Source: an optimization exercise on an open RTL-to-GDS flow (aim: small area and a short achievable clock period). Production flows keep margins and buffers that such runs may drop.
Only simulation tests tie the RTL to the original design; equivalence was not proved.
No activity file was given, so power comes from the tool's default toggle rates.

==> flow/design.v (outline; a module is shown in full before it is edited, if it fits) <==
// module fsk_rx: 869 lines
module fsk_rx (
    input  wire        clk,
    input  wire        rst,           
    input  wire        in_valid,
    input  wire [15:0] in_i,
    input  wire [15:0] in_q,
    output reg         db_valid,
    output wire [7:0]  db_level,
    output wire [31:0] db_maxsq,
    output reg         hit_valid,
    output reg         byte_valid,
    output wire [7:0]  byte_data,
    output reg         byte_first,
    output reg         byte_last
);
  // ...
==> flow/flow/run.sh <==
#!/bin/bash
set -euo pipefail
bash standard.sh "BUFFER_PORTS_ARGS=-buffer_cell sky130_fd_sc_hd__buf_2" SETUP_SLACK_MARGIN=8.3 finish > standard.log 2>&1
==> flow/standard.sh <==
#!/bin/bash
# synth_recipe.tcl (not shown) runs the flow's synth.tcl, then flattens the netlist and writes it again
# the make line also repeats each setting of config.mk as NAME=value (left out here)
make -C /OpenROAD-flow-scripts/flow DESIGN_CONFIG=/design/flow/config.mk WORK_HOME=/design/flow/orfs CLKGATE_MAP_FILE= SYNTH_SCRIPT=/design/flow/synth_recipe.tcl "${@:-finish}"
==> flow/config.mk <==
export PLATFORM = sky130hd
export DESIGN_NAME = fsk_rx
export DESIGN_NICKNAME = fsk_rx
export VERILOG_FILES = /design/flow/design.v
export SDC_FILE = /design/flow/constraint.sdc
export NUM_CORES = 4
export LEC_CHECK = 0
export CAP_MARGIN = 20
export CORE_MARGIN = 2
export CORE_UTILIZATION = 55
export CTS_CLUSTER_DIAMETER = 100
export CTS_CLUSTER_SIZE = 25
export SLEW_MARGIN = 20
==> flow/constraint.sdc <==
create_clock -name core_clock -period 12.0 [get_ports {clk}]
set_input_delay 2.4000 -clock core_clock [delete_from_list [all_inputs] [get_ports {clk}]]
set_output_delay 2.4000 -clock core_clock [all_outputs]
set_load 0.01 [all_outputs]
==> results.sh, run 1 <==
export IMPL_wl_per_cell_um=22.1
export IMPL_muxShareOfSynthArea_pct=1.62
export IMPL_routed_wl_met3_mm=6.38
export IMPL_pg_comb_mw=3.89
export IMPL_routed_wl_met2_mm=38.7
export IMPL_inv_count=374
export IMPL_syn_avg_cell_area_um2=9.21
export IMPL_multi_input_area_mm2=0.0183
export IMPL_grt_pass1_wl_mm=132
export IMPL_dpl_worst_slack_ps=7600
export IMPL_p_clk_share_pct=13.2
export IMPL_syn_num_nets=3681
export IMPL_cts_hold_fix_buffers=0
export IMPL_dieArea_mm2=0.0555
export IMPL_synth_simple_gate_area_share_pct=16.2
export IMPL_synth_area_leader_cell="dfxtp_1"
export IMPL_p_leak_nw=13.6
export IMPL_layout_commonest_cell="inv_1"
export IMPL_start_util_pct=55.9
export IMPL_grt_util_met3_pct=4.07
export IMPL_worst_path_buf_inv=6
export IMPL_num_rows=84
export IMPL_status="complete, no violations"
export IMPL_r2r_setup_slack_ps=8310
export IMPL_cts_tree="done"
export IMPL_hold_start="last1"
export IMPL_hold_path_class="reg -> reg"
export IMPL_synthTopCellsByArea="dfxtp_1, fa_1, edfxtp_1, ha_1, inv_1"
export IMPL_relSlewSlack_pct=29.0
export IMPL_grt_pass1_vias=22800
export IMPL_cp_endpoint="curmax[17]"
export IMPL_timing_rr_end="curmax[17]"
export IMPL_cp_num_cells=14
export IMPL_setup_viol=0
export IMPL_p_per_area_mw_per_mm2=213
export IMPL_cts_resized=14
==> run 2: changes to the inputs <==
--- a/flow/config.mk
+++ b/flow/config.mk
@@ -8,5 +8,5 @@
 export CAP_MARGIN = 20
 export CORE_MARGIN = 2
-export CORE_UTILIZATION = 55
+export CORE_UTILIZATION = 40
 export CTS_CLUSTER_DIAMETER = 100
 export CTS_CLUSTER_SIZE = 25
==> run 2 against run 1 <==
Routed wire length down 4.7%. Final area up 0.63%. First-iteration DRC count down 2.2%. Power down 2.7%. Maximum frequency up 0.63%. Critical path type unchanged. Largest power group unchanged.
==> results.sh, run 2 <==
export IMPL_cts_tree="done"
export IMPL_r2r_start="m_c[3]"
export IMPL_gp_congestion=0.996
export IMPL_clockRootBuffer="clkbuf_16"
export IMPL_r2r_setup_slack_ps=8330
export IMPL_timing_setup_tns_ps=0
export IMPL_dp_hpwl_mm=59.5
export IMPL_drtAntennaViolNets=0
export IMPL_yosys_most_used_dff="dfxtp_1"
export IMPL_cts_reportedPaths_clkPinSlew_ps=100
export IMPL_grt_remaining_overflow=0
export IMPL_critPathArrivalTime_ps=3960
export IMPL_io_buffers=87
export IMPL_ys_ff_latch=414
export IMPL_cp_endpoint="curmax[1]"
export IMPL_drive_gt1_share_pct=9.02
export IMPL_syn_inst=3205
export IMPL_synthTopCellsByArea="dfxtp_1, fa_1, edfxtp_1, ha_1, inv_1"
export IMPL_grt_max_degree=55
export IMPL_synth_edf_count=104
export IMPL_cpPeakStageDelay_ps=560
export IMPL_relSlewSlack_pct=22.8
export IMPL_antenna_cells=0
export IMPL_cts_sinks=414
export IMPL_path_cells="fa_2 -> fa_1 -> ha_1 -> nand2_1 -> nor3_1 -> o21a_1 -> o21a_1 -> o21a_1 -> o21a_1 -> o311a_1 -> a311oi_4 -> buf_6 -> clkbuf_16"
export IMPL_vias_per_cell=5.49
export IMPL_worst_path_buf_inv=2
export IMPL_netlist_area_mm2=0.0295
export IMPL_hold_violations=0
export IMPL_finClkSkew_ps=28.6
export IMPL_nets=3655
export IMPL_yosysTopAreaCellShare_pct=21.0
export IMPL_tightest_slew_ps=1150
export IMPL_routed_wl_met2_mm=35.4
export IMPL_num_vias=22800
export IMPL_status="complete, no violations"
export IMPL_synth_area_leader_cell="dfxtp_1"
export IMPL_yosysUniqueCellTypes=95
export IMPL_setup_viol=0
export IMPL_routed_wl_met3_mm=5.66
export IMPL_crit_top_cell="o21a_1"
export IMPL_ys_warn_count=1
export IMPL_syn_num_nets=3681
export IMPL_cp_slowest_cell="fa_1"
export IMPL_chipWidth_um=276
export IMPL_topRoutingLayerUsed="met4"
export IMPL_fmax_ghz=0.272
export IMPL_dieArea_mm2=0.0760
export IMPL_mostFrequentLayoutCells="inv_1, nand2_1, dfxtp_1"
export IMPL_critPathTopFamily="compound AO/OA/AOI/OAI gates"
export IMPL_fin_util_pct=43.6
export IMPL_hold_path_class="reg -> reg"
export IMPL_h_tree_depth=1
export IMPL_grtUsageTotal_pct=21.5
export IMPL_postLayoutCellArea_mm2=0.0318
export IMPL_yosysMostFrequentCell="inv_1"
export IMPL_antenna_found_initial=0
export IMPL_layout_commonest_cell="inv_1"
export IMPL_cp_startpoint="m_c[3]"
export IMPL_ios=88
export IMPL_drt_first_pass_iters=6
export IMPL_placed_area_mm2=0.0307
export IMPL_grt_pass1_wl_mm=129
export IMPL_die_y_um=276
export IMPL_cts_hold_fix_buffers=0
export IMPL_end_kind="flip-flop"
export IMPL_fin_crit_sh_pct=30.6
export IMPL_p_leak_nw=13.5
export IMPL_wl_per_cell_um=19.7
export IMPL_yosysSeqAreaShare_pct=31.6
export IMPL_rsz0062_at_grt="true"
export IMPL_syn_avg_cell_area_um2=9.21
export IMPL_nFillCells=7129
export IMPL_clk_latency_ps=590
export IMPL_clockBufferDepth=3
export IMPL_required_ps=12290
export IMPL_top_regs="curmax: 32 flops, thr: 32 flops, xmax: 32 flops"
export IMPL_timing_rr_end="curmax[1]"
export IMPL_ff2ff_path_depth=13
export IMPL_slew_violations=0
export IMPL_drtIter0Drc=2156
export IMPL_routedLengthMet1_mm=38.3
export IMPL_p_per_area_mw_per_mm2=206
export IMPL_start_kind="flip-flop"
export IMPL_cts_buffers_inserted=23
export IMPL_start_util_pct=40.5
export IMPL_num_rows=99
export IMPL_areaGrowthSynthToFinish_pct=7.68
export IMPL_crit_fanout=8
export IMPL_grt_pass1_vias=22100
export IMPL_drc=0
export IMPL_period_needed_ps=3670
export IMPL_cp_num_cells=13
export IMPL_core_area_mm2=0.0730
export IMPL_peakVddDrop_uv=144
export IMPL_worstSetupPathType="reg -> reg"
export IMPL_netlist_top_cells_count="inv_1, nand2_1, dfxtp_1"
export IMPL_wirelength_mm=81.9
export IMPL_finalPower_mw=6.55
export IMPL_maxCapViolCount=0
export IMPL_ys_async_sr_fraction_pct=0
run 2: tightest hold or removal path, delay by kind of cell, from the launching register on:
family	cells	cell delay, ps
and+or+nand+nor	2	80
DFF	1	310
run 2: stage by stage:
| step | worst slack (ps) | hold slack [ps] | std cells |
|---|---|---|---|
| 2_1_floorplan | 8010 | 386 | 3205 |
| 3_3_place_gp | 8190 | 406 | 4095 |
| 3_5_place_dp | 8150 | 413 | 4095 |
| 4_1_cts | 8280 | 429 | 4141 |
| 5_1_grt | 8200 | 442 | 4152 |
| 6_report | 8330 | 426 | 4152 |
run 2: how the worst min path moves through the flow:
| stage | to | slack [ps] | startpoint | cells after the start |
|---|---|---|---|---|
| finish | buf_done2 | 430 | last1 | 2 |
| global route | buf_done2 | 440 | last1 | 2 |
| CTS | buf_done2 | 430 | last1 | 2 |
| detailed placement | buf_done2 | 410 | last1 | 2 |
| global placement | buf_done2 | 410 | last1 | 2 |
| floorplan | m_c[0] | 390 | q0[0] | 0 |
run 2: logic make-up after synthesis:
logic type / Yosys count / synth area share [%]
multiplexers: 41 / 1.62
XOR/XNOR: 92 / 2.73
buffers and inverters: 564 / 7.33
flip-flops: 414 / 31.6
AO/OA/AOI/OAI: 672 / 14.6
AND/OR/NAND/NOR: 972 / 16.2
adder cells (fa/ha/maj): 450 / 26.0
run 2: area by class of cell:
class / instances / area [um^2] / share of cell area, %
inverters: 374 / 1410 / 4.43
flip-flops and latches: 414 / 9360 / 29.4
repair buffers: 139 / 900 / 2.83
clock buffers: 30 / 602 / 1.89
multi-input cells: 2227 / 18200 / 57.2
well taps: 959 / 1200 / 3.78
clock inverters: 9 / 129 / 0.405
run 2: power breakdown:
| group | switching (mW) | internal, mW |
|---|---|---|
| clock | 0.488 | 0.394 |
| combinational | 2.03 | 1.68 |
| sequential | 0.167 | 1.79 |
run 2: timing repair:
item / in CTS / in global routing
pin swaps: 1 / 14
gates resized for setup: 22 / 30
buffers inserted: 5 / 10
gates cloned: 2 / 1
endpoints found under the setup margin: 54 / 58
run 2: routing by layer:
| metal | vias up | global-route usage, % |
|---|---|---|
| met4 | 0 | 6.70 |
| li1 | 10700 | - |
| met5 | - | 0 |
| met3 | 168 | 3.26 |
| met2 | 869 | 32.9 |
| met1 | 11000 | 31.2 |
==> run 3: changes to the inputs <==
--- a/flow/config.mk
+++ b/flow/config.mk
@@ -9,5 +9,5 @@
 export CORE_MARGIN = 2
 export CORE_UTILIZATION = 40
-export CTS_CLUSTER_DIAMETER = 100
+export CTS_CLUSTER_DIAMETER = 60
 export CTS_CLUSTER_SIZE = 25
 export SLEW_MARGIN = 20
==> run 3 against run 2 <==
Clock power rose by 59%. Largest cell class unchanged. Global-route usage grew 0.18 points. Clock skew grew 2.3 ps. Highest routed layer unchanged. Critical path depth decreased by 12. Maximum frequency decreased by 0.12%.
==> results.sh, run 3 <==
export IMPL_status="complete, no violations"
export IMPL_drtAntennaViolNets=0
export IMPL_start_util_pct=40.5
export IMPL_synth_area_leader_cell="dfxtp_1"
export IMPL_p_leak_nw=13.9
export IMPL_synthTopCellsByArea="dfxtp_1, fa_1, edfxtp_1, ha_1, inv_1"
export IMPL_hold_path_class="reg -> reg"
export IMPL_dpl_cell_count=4095
export IMPL_setup_viol=0
export IMPL_clockBufferDepth=3
export IMPL_relSlewSlack_pct=24.2
export IMPL_antenna_found_initial=0
export IMPL_dieArea_mm2=0.0760
export IMPL_fin_crit_sh_pct=30.6
export IMPL_intPower_mw=4.20
export IMPL_grtUsageTotal_pct=21.7
export IMPL_required_ps=9600
export IMPL_nFillCells=7040
export IMPL_maxCapViolCount=0
export IMPL_syn_num_nets=3681
export IMPL_regArea_mm2=0.00936
export IMPL_die_y_um=276
export IMPL_cts_tree="done"
export IMPL_timing_setup_tns_ps=0
export IMPL_worst_path_buf_inv=1
export IMPL_comb_power_share_pct=52.7
export IMPL_cts_reportedPaths_clkPinSlew_ps=70
export IMPL_p_per_area_mw_per_mm2=218
export IMPL_finalNonFillerCells=4187
export IMPL_chipWidth_um=276
export IMPL_cts_sinks=414
export IMPL_clk_latency_ps=600
export IMPL_grt_max_degree=55
export IMPL_cp_slowest_cell="edfxtp_1"
export IMPL_num_vias=23000
export IMPL_vias_per_cell=5.49
export IMPL_slew_violations=0
export IMPL_worstSetupPathType="reg -> out"
export IMPL_postLayoutCellArea_mm2=0.0326
export IMPL_finClkSkew_ps=30.9
export IMPL_dp_hpwl_mm=59.5
export IMPL_clockRootBuffer="clkbuf_16"
export IMPL_drt_first_pass_iters=8
export IMPL_drc=0
export IMPL_synth_edf_count=104
export IMPL_yosysTopAreaCellShare_pct=21.0
export IMPL_seqPwrFrac_pct=27.5
export IMPL_fmax_ghz=0.272
export IMPL_cpPeakStageDelay_ps=500
export IMPL_drive_gt1_share_pct=10.3
export IMPL_critPathArrivalTime_ps=1270
export IMPL_p_clk_share_pct=19.8
export IMPL_grt_pass1_vias=22300
export IMPL_tightest_slew_ps=1130
export IMPL_syn_avg_cell_area_um2=9.21
export IMPL_path_cells="buf_2"
export IMPL_placed_area_mm2=0.0307
export IMPL_power_switching_mw=2.89
export IMPL_hold_violations=0
export IMPL_yosysUniqueCellTypes=95
export IMPL_nets=3672
export IMPL_sw_frac_of_total_pct=40.8
export IMPL_yosys_most_used_dff="dfxtp_1"
export IMPL_drtIter0Drc=2130
export IMPL_end_kind="output pin"
export IMPL_cts_buffers_inserted=40
export IMPL_areaGrowthSynthToFinish_pct=10.4
export IMPL_core_area_mm2=0.0730
export IMPL_antenna_cells=0
export IMPL_top_regs="curmax: 32 flops, thr: 32 flops, xmax: 32 flops"
export IMPL_yosysSeqAreaShare_pct=31.6
export IMPL_io_buffers=87
export IMPL_crit_fanout=2
export IMPL_grt_pass1_wl_mm=130
export IMPL_ys_ff_latch=414
export IMPL_mostFrequentLayoutCells="inv_1, nand2_1, dfxtp_1"
export IMPL_wl_per_cell_um=19.7
export IMPL_wirelength_mm=82.4
export IMPL_syn_inst=3205
export IMPL_critPathTopFamily="flip-flops"
export IMPL_yosysMostFrequentCell="inv_1"
export IMPL_layout_commonest_cell="inv_1"
export IMPL_rsz0062_at_grt="true"
export IMPL_multi_input_area_mm2=0.0182
export IMPL_start_kind="flip-flop"
export IMPL_netlist_top_cells_count="inv_1, nand2_1, dfxtp_1"
export IMPL_ys_warn_count=1
export IMPL_grt_remaining_overflow=0
export IMPL_gp_congestion=0.996
export IMPL_peakVddDrop_uv=141
export IMPL_ys_async_sr_fraction_pct=0
export IMPL_period_needed_ps=3670
export IMPL_ios=88
export IMPL_num_rows=99
export IMPL_netlist_area_mm2=0.0295
export IMPL_h_tree_depth=2
run 3: power groups by stage:
stage / logic (mW) / clock network (mW) / registers (mW)
final: 3.74 / 1.40 / 1.95
after global routing: 4.29 / 1.50 / 1.98
after CTS: 3.52 / 1.44 / 1.96
after detailed placement: 3.47 / 0 / 1.99
after global placement: 3.42 / 0 / 1.98
after floorplan: 2.71 / 0 / 1.91
run 3: cells by family (layout without fill, tap and decap cells):
logic type | after synthesis | in the layout | synth area share, %
adders and majority gates | 450 | 450 | 26.0
DFF | 414 | 414 | 31.6
and+or+nand+nor | 972 | 972 | 16.2
xor gates and xnor gates | 92 | 92 | 2.73
buffers and inverters | 564 | 587 | 7.33
muxes | 41 | 41 | 1.62
AOI/OAI and AO/OA | 672 | 672 | 14.6
run 3: metal layers:
metal	vias up	GRT usage, %	part of all wire (%)
met5	-	0	0
met4	0	7.01	3.2
met3	183	3.77	7.2
met2	881	32.9	43
met1	11200	31.3	46
li1	10800	-	-
run 3: stage by stage:
stage	setup WS (ps)	util, %	hold WS [ps]	power, mW
floorplan	8010	-	386	4.62
global placement	8190	42.1	406	5.40
detailed placement	8150	42.1	413	5.45
CTS	8280	44.3	425	6.91
global route	8190	44.6	437	7.77
finish	8330	44.6	422	7.09
run 3: path summary, 6_finish.rpt:
check | start | end | slack [ps] | cells past startpoint
max | xmax[23] | db_maxsq[23] | 8330 | 1
min reg2reg | st[2] | acc_nz | 420 | 1
min | st[2] | acc_nz | 420 | 1
max reg2reg | m_c[13] | curmax[17] | 8350 | 15
run 3: layout make-up:
cell class / instances / area share (%)
Clock buffer: 42 / 3.16
Clock inverter: 32 / 1.48
Sequential cell: 414 / 28.7
Multi-Input combinational cell: 2227 / 55.9
Timing Repair Buffer: 139 / 2.75
Inverter: 374 / 4.32
Tap cell: 959 / 3.68
run 3: timing repair:
item	in CTS	in global routing
hold buffers	0	0
pin swaps	1	14
setup endpoints to repair	49	65
gates cloned	1	2
resized for setup	18	36
buffers inserted	3	12

[static timing again, ports no longer ideal]
Ports are ideal in the flow. The routed layouts listed here were re-timed in OpenROAD. Step 1 sets driving cells, clkbuf_16 on the clock port and buf_2 on the other inputs (assumed; they add their load-dependent delay and slew). Step 2 also shifts input and output timing later by t, the mid clock arrival at the registers, as if the neighbouring blocks saw the same clock. Slacks: no drivers / after step 1 / after step 2; pairs: no drivers / after step 1.
run	t, ns	setup slack, ns	worst setup path at the end	latest minus earliest clock arrival (ns)
run 1	0.621	8.307 / 8.266 / 8.307	register to register	0.029 / 0.029
run 2	0.633	8.330 / 8.280 / 8.330	register to register	0.032 / 0.032
run 3	0.638	8.326 / 8.269 / 8.348	register to register	0.034 / 0.034
After both steps every run listed still meets setup and hold.
